This is an optimization exercise on Yosys and OpenROAD, whose aim is small area and a short achievable clock period, not a production implementation. Where RTL was checked, it was by simulation tests only, not by an equivalence proof against the original. No functional check of the RTL was part of runs 4 and 5. Power is estimated from default activity; no workload was simulated.

--- design/flow/config.mk ---
export PLATFORM = sky130hd
export DESIGN_NAME = pelcod_packer
export DESIGN_NICKNAME = pelcod_packer
export VERILOG_FILES = /design/flow/design.v
export SDC_FILE = /design/flow/constraint.sdc
export NUM_CORES = 4
export LEC_CHECK = 0
export ABC_AREA = 0
export CAP_MARGIN = 20
export CORE_MARGIN = 2
export CORE_UTILIZATION = 70
export CTS_BUF_LIST = sky130_fd_sc_hd__clkbuf_8
export SLEW_MARGIN = 20
--- design/flow/flow/run.sh ---
#!/bin/bash
# Standard layout, with small port buffers instead of delay cells.
export BUFFER_PORTS_ARGS="-buffer_cell sky130_fd_sc_hd__buf_2"
bash standard.sh > standard.log 2>&1
--- design/flow/constraint.sdc ---
create_clock -name core_clock -period 25.0 [get_ports {clk}]
set_input_delay 5.0000 -clock core_clock [delete_from_list [all_inputs] [get_ports {clk}]]
set_output_delay 5.0000 -clock core_clock [all_outputs]
set_load 0.01 [all_outputs]
--- design/flow/design.v ---
module pelcod_scaler (
    input  wire [1:0] ta,        
    input  wire [1:0] tb,        
    input  wire [1:0] tc,        
    input  wire [1:0] c1,        
    input  wire       neg,       
    input  wire [1:0] add,       
    input  wire       c2,        
    output wire [1:0] y,         
    output wire [1:0] c1_o,
    output wire       c2_o
);
    wire [2:0] s0 = ta[0] + tb[0] + tc[0] + c1;
    wire [2:0] s1 = ta[1] + tb[1] + tc[1] + s0[2:1];
    wire       q0 = s0[0] ^ neg;
    wire       q1 = s1[0] ^ neg;
    wire [1:0] u0 = add[0] + q0 + c2;
    wire [1:0] u1 = add[1] + q1 + u0[1];
    assign y    = {u1[0], u0[0]};
    assign c1_o = s1[2:1];
    assign c2_o = u1[1];
endmodule
module pelcod_packer #(
    parameter RAW_MAX = 8
) (
    input  wire       clk,
    input  wire       rst,              
    input  wire [7:0] addr_i,           
    input  wire       sink_present_i,
    input  wire       cmd_valid,
    output wire       cmd_ready,
    input  wire [4:0] cmd_op,
    input  wire [31:0] cmd_arg,
    input  wire       raw_valid,
    output wire       raw_ready,
    input  wire [7:0] raw_data,
    input  wire       raw_last,
    input  wire       raw_none,
    output wire       snk_valid,
    input  wire       snk_ready,
    output wire [7:0] snk_data,
    output wire       snk_first,
    output wire       snk_last,
    output wire       snk_empty,
    input  wire       snk_done,
    input  wire       snk_fail,
    input  wire [7:0] snk_err,
    output wire       st_valid,
    output reg  [2:0] st_code,
    output wire [7:0] st_err
);
    reg        s_idle, s_dec, s_raw, s_chk, s_send, s_wait, s_stat;
    reg [63:0] ring;             
    reg [4:0]  op_q;
    reg [7:0]  addr_q;
    reg [7:0]  ck;               
    reg [7:0]  out_q;            
    reg [3:0]  j;                
    reg [2:0]  p;                
    reg        vq, f_first, f_last, f_empty, rr_q;
    reg        ld;               
    reg        pre_q;            
    reg        acc_q;            
    reg        sact, sdone;
    reg signed [5:0] r;          
    reg [1:0]  c1;
    reg        c2, cmpa, cmpb;
    reg        zf, sf, lof, sgn;
    assign cmd_ready = s_idle;
    assign raw_ready = rr_q;
    assign st_valid  = s_stat;
    assign snk_valid = vq;
    assign snk_data  = out_q;
    assign st_err    = out_q;
    assign snk_first = f_first;
    assign snk_last  = f_last;
    assign snk_empty = f_empty;
    wire op_s6     = (op_q >= 5'h01) && (op_q <= 5'h08);
    wire op_d1s6   = op_s6 && (op_q != 5'h03) && (op_q != 5'h04);
    wire op_d2s6   = op_s6 && (op_q != 5'h01) && (op_q != 5'h02);
    wire op_preset = (op_q >= 5'h10) && (op_q <= 5'h12);
    wire op_posu   = (op_q == 5'h13) || (op_q == 5'h14);
    wire op_zoomu  = (op_q == 5'h15);
    wire op_pan    = (op_q == 5'h19);
    wire op_tilt   = (op_q == 5'h1A);
    wire op_zoom   = (op_q == 5'h1B);
    wire op_float  = op_pan || op_tilt || op_zoom;
    wire op_raw    = (op_q == 5'h1C);
    wire op_ill    = (op_q == 5'h0F) || (op_q >= 5'h1D);
    function [7:0] opv;
        input [4:0] o;
        input [4:0] k;
        input [7:0] v;
        opv = (o == k) ? v : 8'h00;
    endfunction
    wire [7:0] c1b = opv(op_q, 5'h0B, 8'h01) | opv(op_q, 5'h0D, 8'h02) |
                     opv(op_q, 5'h0E, 8'h04);
    wire [7:0] c2b = opv(op_q, 5'h01, 8'h04) | opv(op_q, 5'h02, 8'h02) |
                     opv(op_q, 5'h03, 8'h08) | opv(op_q, 5'h04, 8'h10) |
                     opv(op_q, 5'h05, 8'h0C) | opv(op_q, 5'h06, 8'h0A) |
                     opv(op_q, 5'h07, 8'h14) | opv(op_q, 5'h08, 8'h12) |
                     opv(op_q, 5'h09, 8'h20) | opv(op_q, 5'h0A, 8'h40) |
                     opv(op_q, 5'h0C, 8'h80) |
                     opv(op_q, 5'h10, 8'h03) | opv(op_q, 5'h11, 8'h05) |
                     opv(op_q, 5'h12, 8'h07) |
                     opv(op_q, 5'h13, 8'h4B) | opv(op_q, 5'h14, 8'h4D) |
                     opv(op_q, 5'h15, 8'h4F) |
                     opv(op_q, 5'h16, 8'h51) | opv(op_q, 5'h17, 8'h53) |
                     opv(op_q, 5'h18, 8'h55) |
                     opv(op_q, 5'h19, 8'h4B) | opv(op_q, 5'h1A, 8'h4D) |
                     opv(op_q, 5'h1B, 8'h4F);
    wire [31:0] ad;
    genvar g;
    generate
        for (g = 0; g < 8; g = g + 1) begin : g_ad
            assign ad[2*g]      = ring[8*((g+1)%8) + 0];
            assign ad[2*g+1]    = ring[8*((g+1)%8) + 1];
            assign ad[16+2*g]   = ring[8*((g+1)%8) + 2];
            assign ad[16+2*g+1] = ring[8*((g+1)%8) + 3];
        end
    endgenerate
    wire [7:0]  ex     = ad[30:23];
    wire        fr_z   = (ad[22:0] == 23'd0);
    wire        ex_z   = (ex == 8'd0);
    wire        is_nan = (ex == 8'hFF) && !fr_z;
    wire        hidden = !ex_z;
    wire        lo16nz = (ad[15:0] != 16'd0);
    wire        hi16nz = (ad[31:16] != 16'd0);
    wire        win_pt = (ex >= 8'd119) && (ex <= 8'd135);
    wire        win_z  = (ex >= 8'd110) && (ex <= 8'd126);
    wire [5:0]  r_pt   = 6'd20 - ex[5:0];       
    wire [5:0]  r_z    = 6'd6  - ex[5:0];       
    wire [1:0] cur = ring[1:0];
    wire [1:0] nxt = ring[3:2];
    wire [1:0] h1  = ring[63:62];
    wire [1:0] h2  = ring[55:54];
    wire       mode25 = op_pan || op_tilt;
    wire       tpos   = op_tilt && !sgn;
    wire       tneg   = op_tilt && sgn;
    wire [1:0] ta = cur;
    wire [1:0] tb = mode25 ? {h1[0], h2[1]} : op_zoom ? ~nxt : 2'b00;
    wire [1:0] tc = mode25 ? {h2[1], h2[0]} : 2'b00;
    localparam [15:0] K36 = 16'd36000;
    localparam [15:0] K9  = 16'd9000;
    localparam [15:0] K27 = 16'd27001;
    wire [5:0] j0 = 6'd0 - r;
    wire [5:0] j1 = 6'd1 - r;
    wire       v0 = r[5] || (r == 6'sd0);
    wire       v1 = (r[5] || (r == 6'sd0) || (r == 6'sd1)) && (r != -6'sd15);
    wire [1:0] yb;
    wire [1:0] c1n;
    wire       c2n;
    pelcod_scaler u_scaler (
        .ta(ta), .tb(tb), .tc(tc), .c1(c1), .neg(tpos),
        .add({add1, add0}), .c2(c2),
        .y(yb), .c1_o(c1n), .c2_o(c2n)
    );
    wire [15:0] ka = tneg ? K9 : K36;
    wire ka0 = ka[j0[3:0]];
    wire ka1 = ka[j1[3:0]];
    wire       add0 = (r == 6'sd1) || (tpos && v0 && ka0);
    wire       add1 = (r == 6'sd2) || (tpos && v1 && ka1);
    wire kb0 = K27[j0[3:0]];
    wire kb1 = K27[j1[3:0]];
    wire cmpa_m = v0 ? ((yb[0] & ~ka0) | (~(yb[0] ^ ka0) & cmpa)) : cmpa;
    wire cmpa_n = v1 ? ((yb[1] & ~ka1) | (~(yb[1] ^ ka1) & cmpa_m)) : cmpa_m;
    wire cmpb_m = v0 ? ((yb[0] & ~kb0) | (~(yb[0] ^ kb0) & cmpb)) : cmpb;
    wire cmpb_n = v1 ? ((yb[1] & ~kb1) | (~(yb[1] ^ kb1) & cmpb_m)) : cmpb_m;
    wire       s_last = (r == -6'sd14) || (r == -6'sd15);
    wire       w4  = sact && (r[0] ? v1 : v0);
    wire       w5  = sact && (r[0] ? v0 : v1);
    wire       y4  = r[0] ? yb[1] : yb[0];
    wire       y5  = r[0] ? yb[0] : yb[1];
    wire al_d1 = (r[3:1] == {3{r[0]}});
    wire al_d2 = (r[2:1] == {2{r[0]}}) && (r[3] != r[0]);
    wire [7:0] dstr;
    generate
        for (g = 0; g < 4; g = g + 1) begin : g_dstr
            assign dstr[2*g]   = r[0] ? ring[8*(3+g) + 4] : ring[8*(4+g) + 4];
            assign dstr[2*g+1] = ring[8*(4+g) + 5];
        end
    endgenerate
    function [7:0] dval;
        input       hi;
        input [7:0] s;
        reg   [15:0] k;
        reg          use_k;
        begin
            use_k = 1'b1;
            k     = 16'd0;
            if (op_s6) begin
                if (hi ? op_d1s6 : op_d2s6) begin
                    k = 16'h3F3F; use_k = sf;
                end
            end else if (op_preset) begin
                k = 16'h00FF; use_k = sf;
            end else if (op_posu) begin
                k = 16'd35999; use_k = sf | cmpa;
            end else if (op_zoomu) begin
                k = 16'hFFFF; use_k = sf;
            end else if (op_pan) begin
                if (zf) k = 16'd0;
                else begin k = 16'd35999; use_k = sf | cmpa; end
            end else if (op_tilt && sgn) begin
                if (zf) k = 16'd0;
                else begin k = 16'd9000; use_k = sf | cmpa; end
            end else if (op_tilt) begin
                if (zf) k = 16'd0;
                else if (sf) k = 16'd35999;
                else if (lof) k = 16'd27000;
                else if (cmpa) k = 16'd35999;
                else if (!cmpb) k = 16'd27000;
                else use_k = 1'b0;
            end else if (op_zoom) begin
                if (zf) k = 16'd0;
                else begin k = 16'hFFFF; use_k = sf; end
            end
            dval = use_k ? (hi ? k[15:8] : k[7:0]) : s;
        end
    endfunction
    wire [7:0] dv = dval(j[0], dstr);
    wire xfer = vq && snk_ready;
    reg  [7:0] nb;
    always @(*) begin
        nb = ring[7:0];
        if (!op_raw) begin
            case (j)
                4'd5: nb = c1b;
                4'd4: nb = c2b;
                4'd3: nb = dv;
                4'd2: nb = dv;
                default: nb = ck;
            endcase
        end
    end
    wire load  = pre_q && (!vq || snk_ready);
    wire acc_n = load && !op_raw && (j >= 4'd2) && (j <= 4'd5);
    wire       send_n  = (s_chk && sink_present_i) || (s_send && !(xfer && f_last));
    wire [3:0] j_n     = s_chk ? (op_raw ? ((j != 4'd0) ? j - 4'd1 : 4'd0) : 4'd6)
                               : (load ? j - 4'd1 : j);
    wire [2:0] p_n     = ((s_chk && !op_raw) || load) ? 3'd1 : p + 3'd1;
    wire       sdone_n = (sact && s_last) || sdone;
    wire [5:0] r_n     = (sact || sdone) ? r - 6'sd2 : r;
    wire al_d1_n = (r_n[3:1] == {3{r_n[0]}});
    wire al_d2_n = (r_n[2:1] == {2{r_n[0]}}) && (r_n[3] != r_n[0]);
    reg  cond_n;
    always @(*) begin
        cond_n = (p_n == 3'd1);
        if (!op_raw) begin
            case (j_n)
                4'd3: cond_n = sdone_n && (op_s6 ? al_d2_n : al_d1_n);
                4'd2: cond_n = sdone_n && al_d2_n;
                4'd1: cond_n = !acc_n;
                default: cond_n = (p_n == 3'd6);
            endcase
        end
    end
    wire pre_n = send_n && (j_n != 4'd0) && cond_n;
    wire cap      = s_raw && ((j == 4'd0) || (p == 3'd1));
    wire raw_fire = cap && raw_valid;
    wire raw_end  = raw_fire && (raw_none || raw_last);
    reg [63:0] ring_n;
    integer q, l;
    always @(*) begin
        for (q = 0; q < 7; q = q + 1)
            for (l = 0; l < 8; l = l + 1)
                ring_n[8*q + l] = ring[8*(q+1) + l];
        for (l = 0; l < 8; l = l + 1)
            ring_n[56 + l] = ring[l];
        if (cap)
            ring_n[63:56] = raw_data;
        if (sact) begin
            ring_n[57:56] = ring[3:2];
            ring_n[59:58] = 2'b00;
            ring_n[63:62] = ring[1:0];
        end
        if (w4) ring_n[60] = y4;
        if (w5) ring_n[61] = y5;
        if (s_dec) begin
            ring_n[8*4 + 2] = 1'b0; ring_n[8*4 + 3] = 1'b0;
            ring_n[8*5 + 2] = 1'b0; ring_n[8*5 + 3] = 1'b0;
            ring_n[8*6 + 2] = 1'b0; ring_n[8*6 + 3] = 1'b0;
            ring_n[8*7 + 2] = 1'b0; ring_n[8*7 + 3] = 1'b0;
            ring_n[8*3 + 3] = hidden;
            ring_n[63:62]   = 2'b00;
        end
        if (ld) begin
            ring_n[63:62] = 2'b00;
            for (q = 0; q < 8; q = q + 1) begin
                ring_n[8*((q+1)%8) + 0] = cmd_arg[2*q];
                ring_n[8*((q+1)%8) + 1] = cmd_arg[2*q+1];
                ring_n[8*((q+1)%8) + 2] = cmd_arg[16+2*q];
                ring_n[8*((q+1)%8) + 3] = cmd_arg[16+2*q+1];
            end
        end
    end
    always @(posedge clk) begin
        ring <= ring_n;
    end
    always @(posedge clk) begin
        p <= p + 3'd1;
        pre_q <= pre_n;
        acc_q <= acc_n;
        if (acc_q)
            ck <= ck + out_q;
        if (ld) begin
            op_q <= cmd_op;
            ck   <= addr_q;
            sact <= 1'b0;
        end
        if (sact) begin
            c1   <= c1n;
            c2   <= c2n;
            cmpa <= cmpa_n;
            cmpb <= cmpb_n;
            if (s_last) begin
                sact  <= 1'b0;
                sdone <= 1'b1;
            end
        end
        if (sact || sdone)
            r <= r - 6'sd2;
        if (s_dec) begin
            c1   <= {1'b0, op_zoom && !lo16nz};
            c2   <= op_tilt && !ad[31];
            cmpa <= 1'b1;
            cmpb <= 1'b1;
            sgn  <= ad[31];
            sdone <= 1'b0;
            sact  <= !op_ill && !op_raw && !(op_float && is_nan);
            if ((op_pan || op_tilt) && win_pt)
                r <= r_pt;
            else if (op_zoom && win_z)
                r <= r_z;
            else
                r <= 6'sd0;
            zf  <= 1'b0;
            sf  <= 1'b0;
            lof <= 1'b0;
            if (op_s6)
                sf <= ad[7] | ad[6];
            else if (op_preset)
                sf <= hi16nz | (ad[15:8] != 8'd0);
            else if (op_posu || op_zoomu)
                sf <= hi16nz;
            else if (op_pan) begin
                zf <= ad[31] || (ex <= 8'd118);
                sf <= !ad[31] && (ex >= 8'd136);
            end else if (op_tilt) begin
                if (ad[31]) begin
                    zf <= (ex <= 8'd118);
                    sf <= (ex >= 8'd134);
                end else begin
                    zf  <= ex_z && fr_z;
                    sf  <= (ex <= 8'd118);
                    lof <= (ex >= 8'd134);
                end
            end else if (op_zoom) begin
                zf <= ad[31] || (ex <= 8'd109);
                sf <= !ad[31] && (ex >= 8'd127);
            end
            if (op_ill) begin
                st_code <= 3'd1;
                out_q   <= 8'd0;
            end else if (op_raw) begin
                j <= 4'd0;
            end else if (op_float && is_nan) begin
                st_code <= 3'd2;
                out_q   <= 8'd0;
            end
        end
        if (s_raw) begin
            if (j == 4'd0)
                out_q <= raw_data;           
            if (raw_fire) begin
                if (raw_none)
                    j <= 4'd0;
                else
                    j <= j + 4'd1;
                p <= raw_last ? (j[2:0] + 3'd1) : 3'd1;
            end
        end
        if (s_chk) begin
            st_code <= 3'd3;
            vq      <= sink_present_i;
            f_first <= 1'b1;
            if (op_raw) begin
                out_q   <= out_q & {8{sink_present_i}};
                f_last  <= (j <= 4'd1);
                f_empty <= (j == 4'd0);
                if (j != 4'd0)
                    j <= j - 4'd1;
            end else begin
                out_q   <= {8{sink_present_i}};
                f_last  <= 1'b0;
                f_empty <= 1'b0;
                j       <= 4'd6;
                p       <= 3'd1;
            end
        end
        if (s_send) begin
            if (load) begin
                out_q   <= nb;
                vq      <= 1'b1;
                f_first <= 1'b0;
                f_last  <= (j == 4'd1);
                f_empty <= 1'b0;
                j       <= j - 4'd1;
                p       <= 3'd1;
            end else if (xfer) begin
                vq <= 1'b0;
            end
        end
        if (s_wait) begin
            out_q   <= snk_fail ? snk_err : 8'd0;
            st_code <= {snk_fail, 2'b00};
        end
        rr_q   <= (s_dec && op_raw) ||
                  (s_raw && !raw_end && ((j == 4'd0) || raw_fire || (p == 3'd0)));
        s_idle <= (s_idle && !cmd_valid) || s_stat;
        ld     <= (s_idle && !cmd_valid) || s_stat ||
                  (s_dec && (op_ill || (op_float && is_nan))) ||
                  (s_chk && !sink_present_i) || (s_wait && snk_done);
        s_dec  <= s_idle && cmd_valid;
        s_raw  <= (s_dec && op_raw) || (s_raw && !raw_end);
        s_chk  <= (s_dec && !op_ill && !op_raw && !(op_float && is_nan)) || raw_end;
        s_send <= (s_chk && sink_present_i) || (s_send && !(xfer && f_last));
        s_wait <= (s_send && xfer && f_last) || (s_wait && !snk_done);
        s_stat <= (s_dec && (op_ill || (op_float && is_nan))) ||
                  (s_chk && !sink_present_i) || (s_wait && snk_done);
        if (rst) begin
            addr_q <= addr_i;
            s_idle <= 1'b1;
            ld     <= 1'b1;
            s_dec  <= 1'b0;
            s_raw  <= 1'b0;
            s_chk  <= 1'b0;
            s_send <= 1'b0;
            s_wait <= 1'b0;
            s_stat <= 1'b0;
            rr_q   <= 1'b0;
            vq     <= 1'b0;
            pre_q  <= 1'b0;
            sact   <= 1'b0;
            sdone  <= 1'b0;
        end
    end
endmodule
--- design/flow/standard.sh ---
#!/bin/bash
# synth_recipe.tcl (not shown) runs the flow's synth.tcl, then flattens the netlist and writes it again
# the make line also repeats each setting of config.mk as NAME=value (left out here)
make -C /OpenROAD-flow-scripts/flow DESIGN_CONFIG=/design/flow/config.mk WORK_HOME=/design/flow/orfs CLKGATE_MAP_FILE= SYNTH_SCRIPT=/design/flow/synth_recipe.tcl "${@:-finish}"
==> results of run 1 <==
## how the worst max path moves through the flow
stage	end	slack [ns]	cells past startpoint
4_1_cts	out_q[4]	18.50	7
2_1_floorplan	pre_q	18.52	7
3_3_place_gp	out_q[4]	18.13	7
3_5_place_dp	out_q[4]	18.04	7
6_report	out_q[4]	18.41	7
5_1_grt	pre_q	18.31	8
## final cells by class
cell class	count	area, sq um
clock inverter	14	112.6
sequential	135	3014
inverter	42	157.7
clock buffer	17	234.0
timing repair buffer	104	540.5
multi-input combinational	704	4584
fill	762	2499
tap	143	178.9
## sequential cells by signal (all words and copies together) (netlist names), 2 cells and up
signal   cells
ring        64
addr_q       8
ck           8
out_q        8
r            6
op_q         5
j            4
p            3
st_code      3
c1           2
## logic make-up after synthesis
group	Yosys count
AOI/OAI and AO/OA	269
xor gates and xnor gates	27
adders and majority gates	38
muxes	44
buffers and inverters	108
DFF	135
and+or+nand+nor	326
## worst register-to-register path: cells and delay by family (launching register included)
family                   cells  cell delay, ns
adder cells (fa/ha/maj)      6            2.60
flip-flops                   1            0.33
buffers and inverters        3            0.46
XOR/XNOR                     1            0.19
AO/OA/AOI/OAI                4            0.48
AND/OR/NAND/NOR              5            1.41
## metal layers
metal  vias up  global-route usage [%]  routed length [um]
met1      3742                   52.68                9671
met3       108                   8.982                2764
li1       3538                       -                   -
met4         0                   17.28                1091
met2       636                   66.34               11730
met5         -                       0                   0
## through the flow
step	power, mW	hold slack, ns
6_report	0.6821	0.3347
3_5_place_dp	0.5084	0.3139
4_1_cts	0.6738	0.3356
5_1_grt	0.7135	0.3313
2_1_floorplan	0.4466	0.3096
3_3_place_gp	0.4938	0.3101
## cells in the mapped netlist (all sizes together), types with 6 or more instances
| cell | instances |
|---|---|
| a31oi | 13 |
| nor3 | 28 |
| or3 | 13 |
| nor2b | 13 |
| nand3 | 25 |
| a211oi | 11 |
| a21o | 7 |
| xor2 | 13 |
| nand3b | 6 |
| o211ai | 10 |
| o21a | 6 |
| fa | 7 |
| a32oi | 7 |
| inv | 42 |
| buf | 29 |
| nor4 | 12 |
| nand2 | 92 |
| nand2b | 18 |
| ha | 29 |
| edfxtp | 31 |
| nor2 | 82 |
| dfxtp | 104 |
| nand4 | 8 |
| clkbuf | 37 |
| and3 | 8 |
| o21ai | 81 |
| o22ai | 11 |
| mux2i | 17 |
| xnor2 | 14 |
| a21oi | 64 |
| mux2 | 27 |
## where the power goes
| group | internal [mW] | leakage, nW | switching (mW) |
|---|---|---|---|
| Combinational | 0.0957 | 2.19 | 0.127 |
| Sequential | 0.256 | 1.17 | 0.0371 |
| Clock | 0.0773 | 0.191 | 0.0891 |
==> impl_metrics.json, run 1 <==
{
  "firstDrtPassIters": 8,
  "synth_enable_flop_cells": 31,
  "htree_levels": 4,
  "antenna_found_initial": 0,
  "drt-total-wl_um": 25260,
  "worst_slack_ns": 18.41,
  "ys_async_sr_fraction_pct": 0,
  "tightest_slew_ns": 0.9717,
  "maxSlewHeadroom_pct": 35.13,
  "yosysTopAreaCell": "dfxtp_1",
  "worstSetupStartpointType": "primary input",
  "path_max_fanout": 16,
  "final_common_cell": "dfxtp_1",
  "final_cells": 1159,
  "antennaDiodeCount": 0,
  "hpwl_um": 17880,
  "synth_cell_type_count": 79,
  "status": "complete, no violations",
  "design.core.area_sq_um": 11320,
  "ff2ff_path_depth": 19,
  "final-hold-violation-count": 0,
  "wl_per_cell_um": 21.79,
  "synth_area_per_cell_sq_um": 8.529,
  "yosys_warnings": 1,
  "vias": 8024,
  "gp_congestion": 1.030,
  "io_buffers": 96,
  "synthAdderAreaFrac_pct": 6.476,
  "postCtsSetupBuffers": 0,
  "r2r-start": "op_q[2]",
  "post_dp_cell_area_sq_um": 8476,
  "max_freq_mhz": 151.8,
  "cts_resized": 0,
  "area_growth_pct": 9.233,
  "timing.final.crit_period_ns": 6.588,
  "clkSinkCount": 135,
  "ys_ff_latch": 135,
  "tns_ns": 0,
  "synth.cell_area_sq_um": 8076,
  "cts_tree": "done",
  "grt_pass1_wl_um": 40210,
  "fp.dieArea_sq_um": 12410,
  "ant_nets": 0,
  "postSynthCellCount": 947,
  "yosys.area_share.simple_pct": 19.98,
  "crit_path_end_kind": "flop",
  "fin_area_sq_um": 8822,
  "initial_core_util_pct": 71.34,
  "placed_cells": 1128,
  "drt-vias-per-instance": 6.923,
  "synthMuxAreaShare_pct": 5.918,
  "grt_max_degree": 43,
  "drtIter0Drc": 1385,
  "synthXorXnorAreaFrac_pct": 2.928,
  "place_ws_ns": 18.04,
  "synth_compound_area_share_pct": 21.46,
  "mostFrequentLayoutCells": "103 x dfxtp_1, 96 x buf_2, 92 x nand2_1",
  "cp_data_required_time_ns": 25.33,
  "synth_ff_type": "dfxtp_1",
  "maxCapViolCount": 0,
  "hold_depth": 0,
  "fp.dieW_um": 111.4,
  "yosysSeqAreaShare_pct": 37.30,
  "p_leak_nw": 3.555,
  "crit_path_top_delay_cell": "and3_1",
  "nets": 1111,
  "grt-ovfl-total": 0,
  "clock_skew_ns": 0.01677,
  "final-max-slew-violation-count": 0,
  "num_rows": 39,
  "boundaryPins": 97,
  "synth_nets": 1054,
  "arrival_ns": 6.92,
  "crit_family": "simple AND/OR/NAND/NOR gates",
  "p_per_area_nw_per_um2": 77.31,
  "synth_top_family_by_area": "compound AO/OA/AOI/OAI gates",
  "post-route-util_pct": 77.93,
  "clock-root-buffer": "clkbuf_8",
  "hp-start": "ring[13]",
  "crit_buf_inv": 1,
  "holdBufCountCts": 0,
  "period_share_pct": 26.35,
  "die_height_um": 111.4,
  "grt_pass1_vias": 7686,
  "setup_viol_count_final": 0,
  "synthTopCellsByArea": "dfxtp_1 26%, edfxtp_1 12%, o21ai_0 4.8%",
  "r2r-end": "cmpa",
  "r2r_slack_ns": 19.42,
  "hold_class": "flop to flop",
  "irDropWorstVdd_mv": 0.06145,
  "clk_pin_slew_ns": 0.08,
  "clk_latency_ns": 0.45,
  "cts_buffers": 17,
  "crit_type": "primary input to flop",
  "crit_path_start": "snk_ready",
  "crit_chain": "buf_2, nand2b_1, and3_1, nand2_1, a211oi_1, o21ai_0, o32a_1",
  "synth_top_area_share_pct": 25.78,
  "drive_gt1_share_pct": 17.32,
  "drc": 0,
  "min_to": "ring[5]",
  "rsz0062_at_grt": "no",
  "clk_path_buf_depth": 2,
  "grtUsageTotal_pct": 40.69,
  "max_stage_delay_ns": 0.61
}
==> run 2: changes to the inputs <==
--- a/design/flow/config.mk
+++ b/design/flow/config.mk
@@ -7,3 +7,4 @@
 export LEC_CHECK = 0
-export ABC_AREA = 0
+export ABC_AREA = 1
+export ABC_CLOCK_PERIOD_IN_PS = 2000
 export CAP_MARGIN = 20
==> run 2 against run 1 <==
Net effect:
- non-clock buffer count decreased by 6
- synthesized area decreased by 2.8%
- flip-flop and latch count stayed put
- clock power increased by 14%
- utilization up 2.5 points
- final cell count increased by 14%
- register-to-register slack gained 0.61 ns
- count of clock-buffer cells in the layout grew 2
- maximum frequency fell by 1.8%
- die area fell by 2.7%
- via count is 2.3% lower
- critical path type unchanged
==> impl_metrics.json, run 2 <==
{
  "status": "complete, no violations",
  "die_height_um": 109.9,
  "firstDrtPassIters": 5,
  "worstSetupStartpointType": "primary input",
  "antennaDiodeCount": 0,
  "fp.dieArea_sq_um": 12080,
  "cts_resized": 0,
  "drc": 0,
  "nets": 1281,
  "hp-start": "ring[31]",
  "initial_core_util_pct": 72.10,
  "max_freq_mhz": 149.0,
  "yosys_warnings": 1,
  "crit_path_end_kind": "flop",
  "ant_nets": 0,
  "worst_slack_ns": 18.29,
  "multi_input_area_sq_um": 4145,
  "drtIter0Drc": 929,
  "synth_cell_type_count": 53,
  "antenna_found_initial": 0,
  "max_stage_delay_ns": 0.56,
  "place_ws_ns": 17.93,
  "grt_pass1_wl_um": 34920,
  "regArea_sq_um": 3014,
  "hold_class": "flop to flop",
  "synth.cell_area_sq_um": 7850,
  "synth_ff_type": "dfxtp_1",
  "r2r_slack_ns": 20.03,
  "postCtsSetupBuffers": 0,
  "p_switching_mw": 0.2544,
  "clkSinkCount": 135,
  "r2r-end": "ring[61]",
  "largest_reg_flops": 64,
  "internal_power_mw": 0.4418,
  "p_seq_share_pct": 41.5,
  "drt-total-wl_um": 22010,
  "grt-ovfl-total": 0,
  "holdBufCountCts": 0,
  "cp_data_required_time_ns": 25.36,
  "final-hold-violation-count": 0,
  "ff2ff_path_depth": 14,
  "arrival_ns": 7.07,
  "crit_path_start": "snk_ready",
  "grt_max_degree": 67,
  "post-route-util_pct": 80.41,
  "maxCapViolCount": 0,
  "p_per_area_nw_per_um2": 79.53,
  "largest_register": "ring",
  "area_growth_pct": 11.52,
  "pwr-share-clk_pct": 27.1,
  "cts_tree": "done",
  "endpoint": "out_q[0]",
  "htree_levels": 4,
  "clock-root-buffer": "clkbuf_8",
  "boundaryPins": 97,
  "gp_congestion": 0.9869,
  "final_common_cell": "nand2_1",
  "cts_buffers": 17,
  "p_sw_share_pct": 36.55,
  "grtUsageTotal_pct": 37.94,
  "postSynthCellCount": 1095,
  "crit_path_top_delay_cell": "nand2_1",
  "timing.final.crit_period_ns": 6.710,
  "fin_hold_ws_ns": 0.3284,
  "tns_ns": 0,
  "clk_latency_ns": 0.46,
  "ys_top_cells_by_count": "284 x nand2_1, 124 x inv_1, 104 x dfxtp_1",
  "yosysSeqAreaShare_pct": 38.38,
  "synth_area_per_cell_sq_um": 7.169,
  "fillCellCount": 823,
  "clock_skew_ns": 0.01064,
  "vias": 7840,
  "clk_pin_slew_ns": 0.08,
  "ys_ff_latch": 135,
  "rsz0062_at_grt": "no",
  "io_buffers": 96,
  "drive_gt1_share_pct": 12.97,
  "maxSlewHeadroom_pct": 46.26,
  "power_frac_comb_pct": 31.4,
  "r2r-start": "op_q[4]",
  "synth_top_area_share_pct": 26.52,
  "setup_viol_count_final": 0,
  "grt_pass1_vias": 7322,
  "p_leak_nw": 4.277,
  "synth_nets": 1202,
  "cpMostUsedCell": "nand2_1",
  "design.core.area_sq_um": 10890,
  "fp.dieW_um": 109.9,
  "irDropWorstVdd_mv": 0.06325,
  "mostFrequentLayoutCells": "284 x nand2_1, 128 x inv_1, 103 x nor2_1, 103 x dfxtp_1, 96 x buf_2",
  "ys_async_sr_fraction_pct": 0,
  "yosysTopAreaCell": "dfxtp_1",
  "final-max-slew-violation-count": 0,
  "drt-vias-per-instance": 5.908,
  "hpwl_um": 16370,
  "wl_per_cell_um": 16.59,
  "synthTopCellsByArea": "dfxtp_1 27%, nand2_1 14%, edfxtp_1 12%",
  "tightest_slew_ns": 0.8061,
  "synth.most_common_cell": "nand2_1",
  "num_rows": 38,
  "crit_chain": "buf_2, o21ai_1, inv_1, nand2_1, inv_1, a211oi_1, a21oi_1, nand2_1, nand2_1",
  "clk_path_buf_depth": 2,
  "crit_type": "primary input to flop",
  "period_share_pct": 26.84,
  "path_max_fanout": 21,
  "synth_enable_flop_cells": 31
}
[run 2: cell count changes in the layout (fill, tap and decap cells not counted), sizes merged, moves of 16 or more]
cell    before  now
mux2        27    0
nand4        8   24
nand3       25   60
mux2i       17    1
nand2b      18    0
nor2        82  108
inv         49  139
nand2       92  288
[run 2: worst min-delay path by stage]
stage / endpoint / slack [ns] / cells past startpoint
2_1_floorplan: ring[12] / 0.31 / 0
3_3_place_gp: ring[12] / 0.31 / 0
3_5_place_dp: ring[23] / 0.31 / 0
4_1_cts: ring[21] / 0.33 / 0
5_1_grt: ring[21] / 0.33 / 0
6_report: ring[23] / 0.33 / 0
[run 2: power groups by stage]
stage	clock network, mW	registers (mW)	logic [mW]
2_1_floorplan	0	0.280	0.161
3_3_place_gp	0	0.291	0.204
3_5_place_dp	0	0.291	0.211
4_1_cts	0.189	0.287	0.214
5_1_grt	0.198	0.291	0.246
6_report	0.189	0.289	0.218
[run 2: cells by family (layout without fill, tap and decap cells)]
| family | after synthesis | in the layout | share of synthesized area (%) |
|---|---|---|---|
| xor+xnor | 22 | 22 | 2.455 |
| buf+inv | 174 | 266 | 8.814 |
| mux | 1 | 1 | 0.1275 |
| flops | 135 | 135 | 38.38 |
| simple gates | 513 | 513 | 27.78 |
| fa+ha+maj | 36 | 36 | 6.407 |
| compound gates | 214 | 214 | 16.03 |
[run 2: layout make-up]
type	instances	share of cell area, %
clock buffer	19	2.987
tap	140	2.001
multi-input combinational	786	47.35
clock inverter	13	1.744
inverter	136	5.831
sequential	135	34.43
timing repair buffer	98	5.660
[run 2: worst max-delay path: cells and delay by family]
family	cells	cell delay, ns
AOI/OAI and AO/OA	3	0.76
buffers and inverters	3	0.60
and+or+nand+nor	3	0.71
[run 2: metal layers]
layer	share of wire [%]	up-vias	GRT usage, %
met3	9.9	55	9.662
met2	45	385	58.72
li1	-	3788	-
met4	3.5	0	17.72
met1	42	3612	49.70
met5	0	-	0
[run 2: stage by stage]
step	area (sq um)	cells	power, mW
floorplan	7850	1095	0.4414
global placement	8341	1295	0.4952
detailed placement	8341	1295	0.5021
CTS	8755	1327	0.6898
global route	8755	1327	0.7353
finish	8755	1327	0.6962
==> run 3: changes to the inputs <==
--- a/design/flow/config.mk
+++ b/design/flow/config.mk
@@ -8,3 +8,2 @@
 export ABC_AREA = 1
-export ABC_CLOCK_PERIOD_IN_PS = 2000
 export CAP_MARGIN = 20
==> run 3 against run 2 <==
Net effect:
- via count unchanged
- register-to-register slack about the same
- critical path depth unchanged
- largest power group unchanged
- flip-flop and latch count unchanged
- cell area unchanged
- clock power about the same
- still clean on timing, DRC and antenna
- sequential power about the same
- worst hold slack unchanged
- count of clock-buffer cells in the layout unchanged
- sequential share of layout area unchanged
- critical path type unchanged
==> impl_metrics.json, run 3 <==
{
  "design.core.area_sq_um": 10890,
  "ys_async_sr_fraction_pct": 0,
  "synth.cell_area_sq_um": 7850,
  "hold_class": "flop to flop",
  "final-max-slew-violation-count": 0,
  "grt_max_degree": 67,
  "initial_core_util_pct": 72.10,
  "drtIter0Drc": 929,
  "vias": 7840,
  "clock-root-buffer": "clkbuf_8",
  "clk_pin_slew_ns": 0.08,
  "grtUsageTotal_pct": 37.94,
  "synth_area_per_cell_sq_um": 7.169,
  "regArea_sq_um": 3014,
  "irDropWorstVdd_mv": 0.06325,
  "multi_input_area_sq_um": 4145,
  "clk_path_buf_depth": 2,
  "crit_type": "primary input to flop",
  "post-route-util_pct": 80.41,
  "hp-start": "ring[31]",
  "synth.most_common_cell": "nand2_1",
  "cts_tree": "done",
  "final_common_cell": "nand2_1",
  "ff2ff_path_depth": 14,
  "postCtsSetupBuffers": 0,
  "fillCellCount": 823,
  "arrival_ns": 7.07,
  "min_to": "ring[23]",
  "nets": 1281,
  "p_leak_nw": 4.277,
  "fp.dieArea_sq_um": 12080,
  "rsz0062_at_grt": "no",
  "final_cells": 1327,
  "post_dp_cell_area_sq_um": 8341,
  "postSynthCellCount": 1095,
  "worstSetupStartpointType": "primary input",
  "fp.dieW_um": 109.9,
  "tns_ns": 0,
  "firstDrtPassIters": 5,
  "cp_data_required_time_ns": 25.36,
  "crit_chain": "buf_2, o21ai_1, inv_1, nand2_1, inv_1, a211oi_1, a21oi_1, nand2_1, nand2_1",
  "p_per_area_nw_per_um2": 79.53,
  "drive_gt1_share_pct": 12.97,
  "r2r_slack_ns": 20.03,
  "placed_cells": 1295,
  "cpMostUsedCell": "nand2_1",
  "hold_depth": 0,
  "maxCapViolCount": 0,
  "synth_nets": 1202,
  "cp_num_cells": 9,
  "max_freq_mhz": 149.0,
  "clkSinkCount": 135,
  "synthTopCellsByArea": "dfxtp_1 27%, nand2_1 14%, edfxtp_1 12%",
  "synth_cell_type_count": 53,
  "status": "complete, no violations",
  "clk_latency_ns": 0.46,
  "gp_congestion": 0.9869,
  "crit_family": "compound AO/OA/AOI/OAI gates",
  "boundaryPins": 97,
  "drt-total-wl_um": 22010,
  "grt_pass1_vias": 7322,
  "grt_pass1_wl_um": 34920,
  "synth_top_area_share_pct": 26.52,
  "tightest_slew_ns": 0.8061,
  "r2r-end": "ring[61]",
  "largest_register": "ring",
  "mostFrequentLayoutCells": "284 x nand2_1, 128 x inv_1, 103 x nor2_1, 103 x dfxtp_1, 96 x buf_2",
  "final-hold-violation-count": 0,
  "crit_buf_inv": 3,
  "yosysSeqAreaShare_pct": 38.38,
  "ant_nets": 0,
  "r2r-start": "op_q[4]",
  "yosys_warnings": 1,
  "drc": 0,
  "grt-ovfl-total": 0,
  "largest_reg_flops": 64,
  "io_buffers": 96,
  "synth_enable_flop_cells": 31,
  "htree_levels": 4,
  "clock_skew_ns": 0.01064,
  "die_height_um": 109.9,
  "num_rows": 38,
  "drt-vias-per-instance": 5.908,
  "max_stage_delay_ns": 0.56,
  "cts_buffers": 17,
  "cts_resized": 0,
  "holdBufCountCts": 0,
  "antennaDiodeCount": 0,
  "antenna_found_initial": 0,
  "ys_top_cells_by_count": "284 x nand2_1, 124 x inv_1, 104 x dfxtp_1",
  "synth_ff_type": "dfxtp_1",
  "area_growth_pct": 11.52,
  "crit_path_end_kind": "flop",
  "fin_area_sq_um": 8755,
  "setup_viol_count_final": 0,
  "ys_ff_latch": 135,
  "period_share_pct": 26.84,
  "maxSlewHeadroom_pct": 46.26,
  "yosysTopAreaCell": "dfxtp_1",
  "path_max_fanout": 21,
  "fin_hold_ws_ns": 0.3284,
  "wl_per_cell_um": 16.59,
  "crit_path_top_delay_cell": "nand2_1",
  "timing.final.crit_period_ns": 6.710,
  "hpwl_um": 16370
}
run 3: cell counts after synthesis:
Identical to the previous run, type by type.
run 3: cells by family after synthesis:
| kind of cell | Yosys count | share of synthesized area, % |
|---|---|---|
| AOI/OAI and AO/OA | 214 | 16.03 |
| xor gates and xnor gates | 22 | 2.455 |
| adders and majority gates | 36 | 6.407 |
| buffers and inverters | 174 | 8.814 |
| DFF | 135 | 38.38 |
| muxes | 1 | 0.1275 |
| and+or+nand+nor | 513 | 27.78 |
run 3: how the worst max path moves through the flow:
stage                     startpoint  endpoint
after CTS                  snk_ready  out_q[0]
final                      snk_ready  out_q[0]
after global routing       snk_ready  out_q[6]
after detailed placement   snk_ready  out_q[6]
after floorplan            snk_ready  out_q[7]
after global placement     snk_ready  out_q[0]
run 3: layout make-up:
type,count,share of cell area [%]
clock buffer,19,2.987
timing repair buffer,98,5.660
tap,140,2.001
inverter,136,5.831
sequential,135,34.43
multi-input combinational,786,47.35
clock inverter,13,1.744
run 3: where the power goes:
part	leakage, nW	internal, mW	switching (mW)
sequential	1.17	0.256	0.0330
clock	0.227	0.103	0.0855
combinational	2.88	0.0825	0.136
run 3: through the flow:
step | worst slack (ns) | power, mW
floorplan | 18.69 | 0.4414
global placement | 17.98 | 0.4952
detailed placement | 17.93 | 0.5021
CTS | 18.38 | 0.6898
global route | 18.07 | 0.7353
finish | 18.29 | 0.6962
run 3: metal layers:
layer	global-route usage [%]	vias to the layer above	wire [um]
met5	0	-	0
met2	58.72	385	9798
met4	17.72	0	764
met1	49.70	3612	9262
met3	9.662	55	2188
li1	-	3788	-
==> run 4: changes to the inputs <==
--- a/design/flow/design.v
+++ b/design/flow/design.v
@@ -48,3 +48,3 @@
     output wire       st_valid,
-    output reg  [2:0] st_code,
+    output wire [2:0] st_code,
     output wire [7:0] st_err
@@ -77,2 +77,3 @@
     assign snk_empty = f_empty;
+    assign st_code   = {f_empty, f_last, f_first};
     wire op_s6     = (op_q >= 5'h01) && (op_q <= 5'h08);
@@ -240,3 +241,3 @@
                                : (load ? j - 4'd1 : j);
-    wire [2:0] p_n     = ((s_chk && !op_raw) || load) ? 3'd1 : p + 3'd1;
+    wire [2:0] p_n     = (s_chk && !op_raw) ? 3'd1 : p + 3'd1;
     wire       sdone_n = (sact && s_last) || sdone;
@@ -247,3 +248,3 @@
     always @(*) begin
-        cond_n = (p_n == 3'd1);
+        cond_n = ((p_n + j_n[2:0]) == 3'd0);
         if (!op_raw) begin
@@ -362,3 +363,3 @@
             if (op_ill) begin
-                st_code <= 3'd1;
+                {f_empty, f_last, f_first} <= 3'd1;
                 out_q   <= 8'd0;
@@ -367,3 +368,3 @@
             end else if (op_float && is_nan) begin
-                st_code <= 3'd2;
+                {f_empty, f_last, f_first} <= 3'd2;
                 out_q   <= 8'd0;
@@ -379,3 +380,3 @@
                     j <= j + 4'd1;
-                p <= raw_last ? (j[2:0] + 3'd1) : 3'd1;
+                p <= raw_last ? 3'd0 : 3'd1;
             end
@@ -383,9 +384,8 @@
         if (s_chk) begin
-            st_code <= 3'd3;
             vq      <= sink_present_i;
             f_first <= 1'b1;
+            f_last  <= !sink_present_i || (op_raw && (j <= 4'd1));
+            f_empty <= sink_present_i && op_raw && (j == 4'd0);
             if (op_raw) begin
                 out_q   <= out_q & {8{sink_present_i}};
-                f_last  <= (j <= 4'd1);
-                f_empty <= (j == 4'd0);
                 if (j != 4'd0)
@@ -394,4 +394,2 @@
                 out_q   <= {8{sink_present_i}};
-                f_last  <= 1'b0;
-                f_empty <= 1'b0;
                 j       <= 4'd6;
@@ -406,5 +404,3 @@
                 f_last  <= (j == 4'd1);
-                f_empty <= 1'b0;
                 j       <= j - 4'd1;
-                p       <= 3'd1;
             end else if (xfer) begin
@@ -415,3 +411,3 @@
             out_q   <= snk_fail ? snk_err : 8'd0;
-            st_code <= {snk_fail, 2'b00};
+            {f_empty, f_last, f_first} <= {snk_fail, 2'b00};
         end
==> design/flow/flow/run.sh (replaced) <==
#!/bin/bash
# Standard layout, with small port buffers instead of delay cells, and
# timing repair aimed at a tighter setup slack than the 25 ns clock needs.
export BUFFER_PORTS_ARGS="-buffer_cell sky130_fd_sc_hd__buf_2"
export SETUP_SLACK_MARGIN=19
bash standard.sh > standard.log 2>&1
==> run 4 against run 3 <==
Net effect:
- still clean
- count of clock-buffer cells in the layout fell by 1
- final cell count increased by 5.5%
- clock power hardly changed
- sequential share of layout area fell by 2.0 points
- power rose by 1.0%
- combinational power up 6%
==> impl_metrics.json, run 4 <==
{
  "drc": 0,
  "clock_skew_ns": 0.01154,
  "worstSetupStartpointType": "primary input",
  "nets": 1354,
  "cpMostUsedCell": "buf_4",
  "synth.cell_area_sq_um": 8025,
  "synth.most_common_cell": "nand2_1",
  "firstDrtPassIters": 7,
  "max_freq_mhz": 160.8,
  "grt_pass1_wl_um": 36540,
  "drt-total-wl_um": 22740,
  "io_buffers": 96,
  "cts_buffers": 17,
  "postSynthCellCount": 1150,
  "synth_ff_type": "dfxtp_1",
  "timing.final.crit_period_ns": 6.220,
  "cts_tree": "done",
  "ant_nets": 0,
  "final-hold-violation-count": 0,
  "largest_register": "ring",
  "hpwl_um": 16330,
  "irDropWorstVdd_mv": 0.08366,
  "crit_type": "primary input to flop",
  "maxSlewHeadroom_pct": 43.75,
  "post-route-util_pct": 81.55,
  "final_common_cell": "nand2_1",
  "yosysTopAreaCell": "dfxtp_1",
  "crit_path_end_kind": "flop",
  "wl_per_cell_um": 16.24,
  "clock-root-buffer": "clkbuf_8",
  "p_leak_nw": 4.501,
  "antennaDiodeCount": 0,
  "area_growth_pct": 15.05,
  "holdBufCountCts": 0,
  "path_max_fanout": 4,
  "hold_class": "flop to flop",
  "fp.dieW_um": 111.1,
  "grt_pass1_vias": 7696,
  "period_share_pct": 24.88,
  "tns_ns": 0,
  "final-max-slew-violation-count": 0,
  "max_stage_delay_ns": 0.23,
  "crit_chain": "buf_8, o21ai_4, buf_12, buf_4, buf_4, o21ai_0, o21ai_1, nand3_1, buf_4, o31ai_1, nand3_1, a21boi_1",
  "arrival_ns": 6.61,
  "synth_nets": 1260,
  "tightest_slew_ns": 0.8406,
  "r2r_slack_ns": 20.47,
  "die_height_um": 111.1,
  "p_per_area_nw_per_um2": 76.17,
  "synth_enable_flop_cells": 31,
  "grt-ovfl-total": 0,
  "clkSinkCount": 132,
  "fp.dieArea_sq_um": 12340,
  "ys_ff_latch": 132,
  "clk_path_buf_depth": 2,
  "crit_path_top_delay_cell": "o21ai_1",
  "boundaryPins": 97,
  "drt-vias-per-instance": 5.831,
  "gp_congestion": 0.9746,
  "maxCapViolCount": 0,
  "num_rows": 39,
  "grtUsageTotal_pct": 36.98,
  "clk_latency_ns": 0.47,
  "synth_area_per_cell_sq_um": 6.978,
  "ys_async_sr_fraction_pct": 0,
  "antenna_found_initial": 0,
  "place_ws_ns": 18.03,
  "status": "complete, no violations",
  "setup_viol_count_final": 0,
  "synth_cell_type_count": 55,
  "ys_top_cells_by_count": "299 x nand2_1, 139 x inv_1, 120 x nor2_1",
  "drtIter0Drc": 1095,
  "rsz0062_at_grt": "yes",
  "yosys_warnings": 1,
  "largest_reg_flops": 64,
  "vias": 8164,
  "design.core.area_sq_um": 11320,
  "mostFrequentLayoutCells": "298 x nand2_1, 139 x inv_1, 119 x nor2_1",
  "synth_top_area_share_pct": 25.19,
  "clk_pin_slew_ns": 0.07,
  "cp_data_required_time_ns": 25.39,
  "yosysSeqAreaShare_pct": 36.79,
  "worst_slack_ns": 18.78,
  "drive_gt1_share_pct": 15.59,
  "htree_levels": 4,
  "grt_max_degree": 67,
  "synthTopCellsByArea": "dfxtp_1 25%, nand2_1 14%, edfxtp_1 12%",
  "initial_core_util_pct": 70.89
}
==> run 4: cell types whose count changed after synthesis, moves of 8 or more <==
cell | previous run | this run
nor3_1 | 20 | 28
nand3_1 | 58 | 67
nand4_1 | 23 | 13
nand2_1 | 284 | 299
inv_1 | 124 | 139
nor2_1 | 103 | 120
==> run 4: logic make-up (layout without fill, tap and decap cells) <==
logic type                 count (synthesis)  count (layout)  synth area share [%]
DFF                                      132             132                 36.79
AOI/OAI and AO/OA                        205             205                 14.55
buffers and inverters                    192             299                 9.604
and+or+nand+nor                          554             554                 29.11
xor gates and xnor gates                  24              24                 2.619
muxes                                      4               4                0.4989
adders and majority gates                 39              39                 6.829
==> run 4: per-stage QoR <==
stage / std cells / hold WS (ns) / cell area, sq um / total power [mW]
after CTS: 1388 / 0.3270 / 9059 / 0.6876
after global routing: 1400 / 0.3371 / 9233 / 0.7471
after detailed placement: 1347 / 0.3121 / 8503 / 0.4926
after global placement: 1347 / 0.3113 / 8503 / 0.4857
after floorplan: 1150 / 0.3096 / 8044 / 0.4361
final: 1400 / 0.3251 / 9233 / 0.7032
==> run 4: power by group <==
part | switching [mW] | internal, mW | leakage, nW
combinational | 0.141 | 0.0911 | 3.13
sequential | 0.0280 | 0.251 | 1.15
clock | 0.0896 | 0.103 | 0.223
total | 0.259 | 0.445 | 4.50
==> run 4: path summary, 6_finish.rpt <==
check                           endpoint      start  depth (start not counted)
worst min-delay path            ring[23]   ring[31]                          0
worst max register to register      cmpa    op_q[4]                         15
worst max-delay path               pre_q  snk_ready                         12
worst min register to register  ring[23]   ring[31]                          0
==> run 4: final cells by class <==
cell class	count	area, sq um
Sequential cell	132	2992
Timing Repair Buffer	119	732.0
Clock inverter	14	173.9
Inverter	148	559.3
Fill cell	799	2088
Tap cell	143	178.9
Multi-Input combinational cell	826	4349
Clock buffer	18	247.7
==> run 4: what timing repair did <==
action	4_1_cts	5_1_grt
gates resized for setup	25	20
setup buffers	9	12
pin swaps	6	7
gates cloned	0	0
setup endpoints to repair	35	31
==> run 4: per-layer routing <==
layer / part of all wire, % / wire, um / vias up / track usage [%]
met5: 0 / 0 / - / 0
met4: 4.1 / 927 / 0 / 16.71
met3: 10 / 2329 / 93 / 8.420
met2: 45 / 10120 / 472 / 57.51
met1: 41 / 9359 / 3655 / 49.54
li1: - / - / 3944 / -
==> run 4: critical path: cells and delay by family <==
kind	cells	cell delay, ns
buffers and inverters	5	0.63
and+or+nand+nor	2	0.28
AOI/OAI and AO/OA	5	0.71
==> run 5: changes to the inputs <==
--- a/design/flow/config.mk
+++ b/design/flow/config.mk
@@ -7,3 +7,3 @@
 export LEC_CHECK = 0
-export ABC_AREA = 1
+export ABC_AREA = 0
 export CAP_MARGIN = 20
==> run 5 against run 4 <==
Net effect:
- synthesized cell count is 17% lower
- utilization fell by 0.19 points
- power rose by 3.1%
- cell area rose by 0.62%
- sequential power grew 3%
- maximum frequency fell by 0.84%
- clock power about the same
- critical path type unchanged
==> impl_metrics.json, run 5 <==
{
  "crit_path_top_delay_cell": "fa_2",
  "clkSinkCount": 132,
  "grt-ovfl-total": 0,
  "htree_levels": 4,
  "r2r-end": "cmpb",
  "io_buffers": 96,
  "p_leak_nw": 3.781,
  "synth.most_common_cell": "dfxtp_1",
  "p_per_area_nw_per_um2": 78.07,
  "synth_cell_type_count": 88,
  "final_common_cell": "nand2_1",
  "antenna_found_initial": 0,
  "p_switching_mw": 0.2726,
  "clock_skew_ns": 0.02123,
  "cts_tree": "done",
  "synth_top_area_share_pct": 24.65,
  "synth_area_per_cell_sq_um": 8.562,
  "clk_path_buf_depth": 2,
  "clk_pin_slew_ns": 0.08,
  "crit_type": "primary input to flop",
  "final-hold-violation-count": 0,
  "pwr-share-clk_pct": 26.8,
  "r2r_slack_ns": 19.40,
  "r2r-start": "op_q[0]",
  "synth_ff_type": "dfxtp_1",
  "synth.cell_area_sq_um": 8203,
  "cts_buffers": 17,
  "period_share_pct": 25.09,
  "drt-vias-per-instance": 6.734,
  "largest_register": "ring",
  "max_freq_mhz": 159.4,
  "die_height_um": 112.3,
  "mostFrequentLayoutCells": "99 x nand2_1, 90 x dfxtp_1, 87 x buf_2",
  "boundaryPins": 97,
  "crit_family": "compound AO/OA/AOI/OAI gates",
  "ant_nets": 0,
  "maxCapViolCount": 0,
  "area_growth_pct": 13.26,
  "gp_congestion": 0.9866,
  "final-max-slew-violation-count": 0,
  "drc": 0,
  "path_max_fanout": 6,
  "yosysTopAreaCell": "dfxtp_1",
  "hold_class": "flop to flop",
  "status": "complete, no violations",
  "hp-start": "ring[29]",
  "irDropWorstVdd_mv": 0.09656,
  "worstSetupStartpointType": "primary input",
  "synthTopCellsByArea": "dfxtp_1 25%, edfxtp_1 11%, o21ai_0 4.9%",
  "cp_data_required_time_ns": 25.37,
  "wl_per_cell_um": 20.50,
  "power_frac_comb_pct": 33.5,
  "maxSlewHeadroom_pct": 25.92,
  "yosys_warnings": 1,
  "initial_core_util_pct": 71.84,
  "crit_buf_inv": 1,
  "grtUsageTotal_pct": 36.82,
  "clock-root-buffer": "clkbuf_8",
  "tns_ns": 0,
  "firstDrtPassIters": 8,
  "drt-total-wl_um": 24100,
  "crit_chain": "buf_6, nand2b_4, a211o_1, nand3_4, ha_4, fa_2, nor2_1, a21oi_2, a311oi_2",
  "cp_num_cells": 9,
  "clk_latency_ns": 0.47,
  "largest_reg_flops": 64,
  "drive_gt1_share_pct": 21.78,
  "crit_path_end_kind": "flop",
  "arrival_ns": 6.64,
  "synth_enable_flop_cells": 31,
  "rsz0062_at_grt": "yes",
  "setup_viol_count_final": 0,
  "fp.dieW_um": 112.3,
  "hpwl_um": 16540,
  "ys_async_sr_fraction_pct": 0,
  "p_seq_share_pct": 39.7,
  "final_cells": 1176,
  "postSynthCellCount": 958,
  "grt_pass1_vias": 7530,
  "ys_top_cells_by_count": "101 x dfxtp_1, 100 x nand2_1, 81 x o21ai_0",
  "placed_cells": 1131,
  "num_rows": 39,
  "fp.dieArea_sq_um": 12600,
  "synth_nets": 1068,
  "ff2ff_path_depth": 17,
  "antennaDiodeCount": 0,
  "crit_path_start": "snk_ready",
  "endpoint": "pre_q",
  "drtIter0Drc": 1338,
  "vias": 7919,
  "fillCellCount": 754,
  "nets": 1130,
  "yosysSeqAreaShare_pct": 36.00,
  "grt_max_degree": 65,
  "grt_pass1_wl_um": 37260,
  "p_sw_share_pct": 37.59,
  "timing.final.crit_period_ns": 6.273,
  "internal_power_mw": 0.4527,
  "design.core.area_sq_um": 11420,
  "max_stage_delay_ns": 0.42,
  "tightest_slew_ns": 1.111,
  "ys_ff_latch": 132
}
-- run 5: worst register-to-register path, stage by stage, from the launching register on --
cell	delay [ns]
edfxtp_1	0.97
nand2b_1	0.36
a21oi_1	0.41
nand2_1	0.15
o21ai_0	0.13
ha_1	0.15
inv_1	0.05
fa_1	0.41
fa_1	0.47
fa_1	0.53
xor2_1	0.20
fa_1	0.57
inv_1	0.10
ha_1	0.30
a2bb2oi_1	0.15
a21oi_1	0.15
a21oi_1	0.08
or2_2	0.31
-- run 5: final cells by class --
type                       instances  area (sq um)  share of cell area, %
sequential                       132          2989                  32.18
clock inverter                    15         185.2                  1.993
multi-input combinational        713          4870                  52.42
tap                              143         178.9                  1.926
clock buffer                      17         234.0                  2.519
inverter                          42         157.7                  1.697
timing repair buffer             114         675.6                  7.273
-- run 5: metal layers --
metal  part of all wire, %  routed length [um]  vias up  GRT usage, %
li1                      -                   -     3595             -
met1                    40                9704     3719         49.56
met2                    46               11100      516         58.67
met3                    11                2554       89         8.153
met4                   3.1                 744        0         13.66
met5                     0                   0        -             0
-- run 5: cell families (layout without fill, tap and decap cells) --
kind of cell	Yosys count	count (layout)	synth area share, %
muxes	41	41	5.415
and+or+nand+nor	327	328	20.09
xor gates and xnor gates	31	31	3.478
AOI/OAI and AO/OA	271	271	21.74
buffers and inverters	114	188	6.238
adders and majority gates	42	42	7.047
DFF	132	132	36.00
-- run 5: stage by stage --
stage | worst slack, ns | total power [mW] | area (sq um) | hold WS, ns | util, %
after floorplan | 18.53 | 0.4508 | 8304 | 0.3096 | -
after global placement | 18.30 | 0.4952 | 8635 | 0.3116 | 75.62
after detailed placement | 18.17 | 0.5101 | 8635 | 0.3121 | 75.62
after CTS | 18.75 | 0.7072 | 9107 | 0.3313 | 79.76
after global routing | 18.71 | 0.7579 | 9290 | 0.3406 | 81.36
final | 18.73 | 0.7253 | 9290 | 0.3320 | 81.36
-- run 5: worst min path at each step --
stage	to	cells after the start
2_1_floorplan	ring[12]	0
3_3_place_gp	ring[21]	0
3_5_place_dp	ring[21]	0
4_1_cts	ring[21]	0
5_1_grt	ring[7]	0
6_report	ring[21]	0
-- run 5: timing repair --
| item | 4_1_cts | 5_1_grt |
|---|---|---|
| buffers inserted | 2 | 10 |
| endpoints found under the setup margin | 26 | 23 |
| resized for setup | 19 | 18 |
| pin swaps | 1 | 4 |
| cloned | 0 | 1 |
| hold buffers | 0 | 0 |
-- run 5: power groups by stage --
stage                     clock (mW)  sequential [mW]  combinational (mW)
after floorplan                    0            0.274               0.177
after global placement             0            0.286               0.209
after detailed placement           0            0.288               0.222
after CTS                      0.193            0.285               0.229
after global routing           0.202            0.291               0.265
final                          0.194            0.288               0.243
==> run 6: changes to the inputs <==
--- a/design/flow/design.v
+++ b/design/flow/design.v
@@ -238,5 +238,2 @@
     wire acc_n = load && !op_raw && (j >= 4'd2) && (j <= 4'd5);
-    wire       send_n  = (s_chk && sink_present_i) || (s_send && !(xfer && f_last));
-    wire [3:0] j_n     = s_chk ? (op_raw ? ((j != 4'd0) ? j - 4'd1 : 4'd0) : 4'd6)
-                               : (load ? j - 4'd1 : j);
     wire [2:0] p_n     = (s_chk && !op_raw) ? 3'd1 : p + 3'd1;
@@ -246,15 +243,24 @@
     wire al_d2_n = (r_n[2:1] == {2{r_n[0]}}) && (r_n[3] != r_n[0]);
-    reg  cond_n;
-    always @(*) begin
-        cond_n = ((p_n + j_n[2:0]) == 3'd0);
-        if (!op_raw) begin
-            case (j_n)
-                4'd3: cond_n = sdone_n && (op_s6 ? al_d2_n : al_d1_n);
-                4'd2: cond_n = sdone_n && al_d2_n;
-                4'd1: cond_n = !acc_n;
-                default: cond_n = (p_n == 3'd6);
+    function pre_f;
+        input [3:0] jj;
+        input       acc;
+        begin
+            if (jj == 4'd0)
+                pre_f = 1'b0;
+            else if (op_raw)
+                pre_f = ((p_n + jj[2:0]) == 3'd0);
+            else case (jj)
+                4'd3:    pre_f = sdone_n && (op_s6 ? al_d2_n : al_d1_n);
+                4'd2:    pre_f = sdone_n && al_d2_n;
+                4'd1:    pre_f = !acc;
+                default: pre_f = (p_n == 3'd6);
             endcase
         end
-    end
-    wire pre_n = send_n && (j_n != 4'd0) && cond_n;
+    endfunction
+    wire [3:0] j_chk = op_raw ? ((j != 4'd0) ? j - 4'd1 : 4'd0) : 4'd6;
+    wire pre_c = pre_f(j_chk, 1'b0);
+    wire pre_l = pre_f(j - 4'd1, !op_raw && (j >= 4'd2) && (j <= 4'd5));
+    wire pre_w = pre_f(j, 1'b0);
+    wire pre_n = s_chk ? (sink_present_i && pre_c) :
+                 s_send ? (load ? pre_l : pre_w) : 1'b0;
     wire cap      = s_raw && ((j == 4'd0) || (p == 3'd1));
--- a/design/flow/config.mk
+++ b/design/flow/config.mk
@@ -7,3 +7,3 @@
 export LEC_CHECK = 0
-export ABC_AREA = 0
+export ABC_AREA = 1
 export CAP_MARGIN = 20
==> run 6 against run 5 <==
Net effect:
- combinational power up 11%
- still clean
- routed wire length up 0.24%
- count of clock-buffer cells in the layout up 1
==> impl_metrics.json, run 6 <==
{
  "synth_enable_flop_cells": 31,
  "internal_power_mw": 0.4298,
  "num_rows": 39,
  "post-route-util_pct": 80.07,
  "fp.dieW_um": 113.1,
  "p_sw_share_pct": 40.56,
  "clock_skew_ns": 0.01599,
  "grt_max_degree": 69,
  "die_height_um": 113.1,
  "synth_cell_type_count": 56,
  "synth.cell_area_sq_um": 8327,
  "mostFrequentLayoutCells": "324 x nand2_1, 166 x inv_1, 101 x nor2_1",
  "antenna_found_initial": 0,
  "largest_register": "ring",
  "drtIter0Drc": 1122,
  "yosys_warnings": 1,
  "crit_chain": "buf_2",
  "drive_gt1_share_pct": 13.56,
  "clk_pin_slew_ns": 0.08,
  "cts_buffers": 17,
  "p_switching_mw": 0.2933,
  "pwr-share-clk_pct": 24.2,
  "p_per_area_nw_per_um2": 78.42,
  "synth_ff_type": "dfxtp_1",
  "io_buffers": 96,
  "power_frac_comb_pct": 37.2,
  "ys_ff_latch": 132,
  "final_common_cell": "nand2_1",
  "firstDrtPassIters": 9,
  "synth_area_per_cell_sq_um": 6.945,
  "maxSlewHeadroom_pct": 43.04,
  "tightest_slew_ns": 0.8512,
  "grtUsageTotal_pct": 37.70,
  "nets": 1393,
  "worstSetupStartpointType": "flop",
  "irDropWorstVdd_mv": 0.06830,
  "fin_hold_ws_ns": 0.3308,
  "clkSinkCount": 132,
  "ys_top_cells_by_count": "324 x nand2_1, 164 x inv_1, 102 x nor2_1",
  "rsz0062_at_grt": "yes",
  "synth.most_common_cell": "nand2_1",
  "tns_ns": 0,
  "yosysSeqAreaShare_pct": 35.46,
  "gp_congestion": 0.9988,
  "synth_nets": 1314,
  "final-hold-violation-count": 0,
  "synth_top_area_share_pct": 24.28,
  "ant_nets": 0,
  "status": "complete, no violations",
  "htree_levels": 4,
  "max_stage_delay_ns": 0.39,
  "postSynthCellCount": 1199,
  "clock-root-buffer": "clkbuf_8",
  "cp_data_required_time_ns": 20.00,
  "p_seq_share_pct": 38.6,
  "crit_path_top_delay_cell": "edfxtp_1",
  "drc": 0,
  "max_freq_mhz": 166.2,
  "hpwl_um": 17560,
  "worst_slack_ns": 18.98,
  "holdBufCountCts": 0,
  "grt_pass1_vias": 7884,
  "cts_tree": "done",
  "path_max_fanout": 2,
  "clk_path_buf_depth": 2,
  "grt-ovfl-total": 0,
  "crit_path_end_kind": "primary output",
  "place_ws_ns": 18.38,
  "hold_class": "flop to flop",
  "drt-vias-per-instance": 5.992,
  "ys_async_sr_fraction_pct": 0,
  "vias": 8592,
  "largest_reg_flops": 64,
  "maxCapViolCount": 0,
  "timing.final.crit_period_ns": 6.019,
  "design.core.area_sq_um": 11520,
  "crit_type": "flop to primary output",
  "arrival_ns": 1.02,
  "grt_pass1_wl_um": 38140,
  "crit_buf_inv": 1,
  "final-max-slew-violation-count": 0,
  "synthTopCellsByArea": "dfxtp_1 24%, nand2_1 15%, edfxtp_1 11%",
  "fp.dieArea_sq_um": 12780,
  "initial_core_util_pct": 72.31,
  "period_share_pct": 24.07,
  "area_growth_pct": 10.74,
  "p_leak_nw": 4.647,
  "crit_family": "flip-flops",
  "yosysTopAreaCell": "dfxtp_1",
  "setup_viol_count_final": 0,
  "total_power_mw": 0.7231,
  "clk_latency_ns": 0.47,
  "wl_per_cell_um": 16.85,
  "drt-total-wl_um": 24160,
  "antennaDiodeCount": 0,
  "boundaryPins": 97
}
## run 6: power by group through the flow
stage	sequential, mW	combinational [mW]	clock, mW
final	0.279	0.269	0.175
after global placement	0.280	0.245	0
after global routing	0.282	0.300	0.183
after detailed placement	0.281	0.253	0
after CTS	0.278	0.261	0.174
after floorplan	0.270	0.196	0
## run 6: logic make-up (layout without fill, tap and decap cells)
kind of cell	Yosys count	after routing	synth area share [%]
muxes	3	3	0.3606
DFF	132	132	35.46
buffers and inverters	217	309	10.88
xor gates and xnor gates	16	16	1.683
AOI/OAI and AO/OA	224	224	15.25
and+or+nand+nor	563	563	28.85
adders and majority gates	44	44	7.513
## run 6: final timing paths
kind                            slack, ns  cells after the start  startpoint         to
worst min-delay path                 0.33                      0    ring[63]   ring[55]
worst max register to register      20.10                     17     op_q[4]       cmpa
worst min register to register       0.33                      0    ring[63]   ring[55]
worst max-delay path                18.98                      1     f_empty  snk_empty
## run 6: per-stage QoR
step / cells / instance area, sq um
6_report: 1434 / 9221
5_1_grt: 1434 / 9221
4_1_cts: 1431 / 9185
3_5_place_dp: 1397 / 8756
3_3_place_gp: 1397 / 8756
2_1_floorplan: 1199 / 8332
## run 6: area by class of cell
type                    count  area [sq um]
clock inverters            14         130.1
flip-flops and latches    132          2984
well taps                 143         178.9
inverters                 174         656.9
clock buffers              18         247.7
multi-input cells         850          4476
repair buffers            103         548.0
fillers                   841          2295
## run 6: timing repair
action | CTS | global route
resized for setup | 18 | 3
buffers inserted | 2 | 3
pin swaps | 0 | 1
endpoints found under the setup margin | 28 | 15
## run 6: per-layer routing
metal / routed length (um) / up-vias / track usage (%)
li1: - / 4083 / -
met1: 9839 / 3842 / 50.35
met2: 10970 / 580 / 60.60
met3: 2442 / 87 / 6.642
met4: 905 / 0 / 16.26
met5: 0 / - / 0

[afterwards: timing with drivers on the ports]
The results above use ideal ports. As a check the final layouts listed here were re-extracted and re-timed, cells and wires unchanged.
Step 1 sets driving cells, clkbuf_16 on the clock port and buf_2 on the other inputs (assumed; they add their load-dependent delay and slew).
Step 2 times the ports against the registers' clock, not the clock port: input delays grow and output delays shrink by t, the midpoint of the rising clock arrivals with the driver on.
a / b / c = ideal ports / drivers / drivers and shift; a / b = the first two.
run | shift t [ns] | slack for setup (ns) | worst hold slack (ns) | pins driven straight from the clock port
run 1 | 0.480 | 18.412 / 18.430 / 17.950 | 0.335 / 0.335 / 0.335 | 1
run 2 | 0.497 | 18.290 / 18.305 / 17.807 | 0.328 / 0.328 / 0.328 | 1
run 3 | 0.497 | 18.290 / 18.305 / 17.807 | 0.328 / 0.328 / 0.328 | 1
run 4 | 0.504 | 18.780 / 18.782 / 18.278 | 0.325 / 0.325 / 0.325 | 1
run 5 | 0.499 | 18.727 / 18.730 / 18.231 | 0.332 / 0.332 / 0.332 | 1
run 6 | 0.503 | 18.981 / 18.944 / 18.641 | 0.331 / 0.331 / 0.331 | 1
After both steps every run listed still meets setup and hold. For run 4, which loses most, drivers alone change the setup slack by +0.002 ns; drivers and shift together by -0.502 ns.
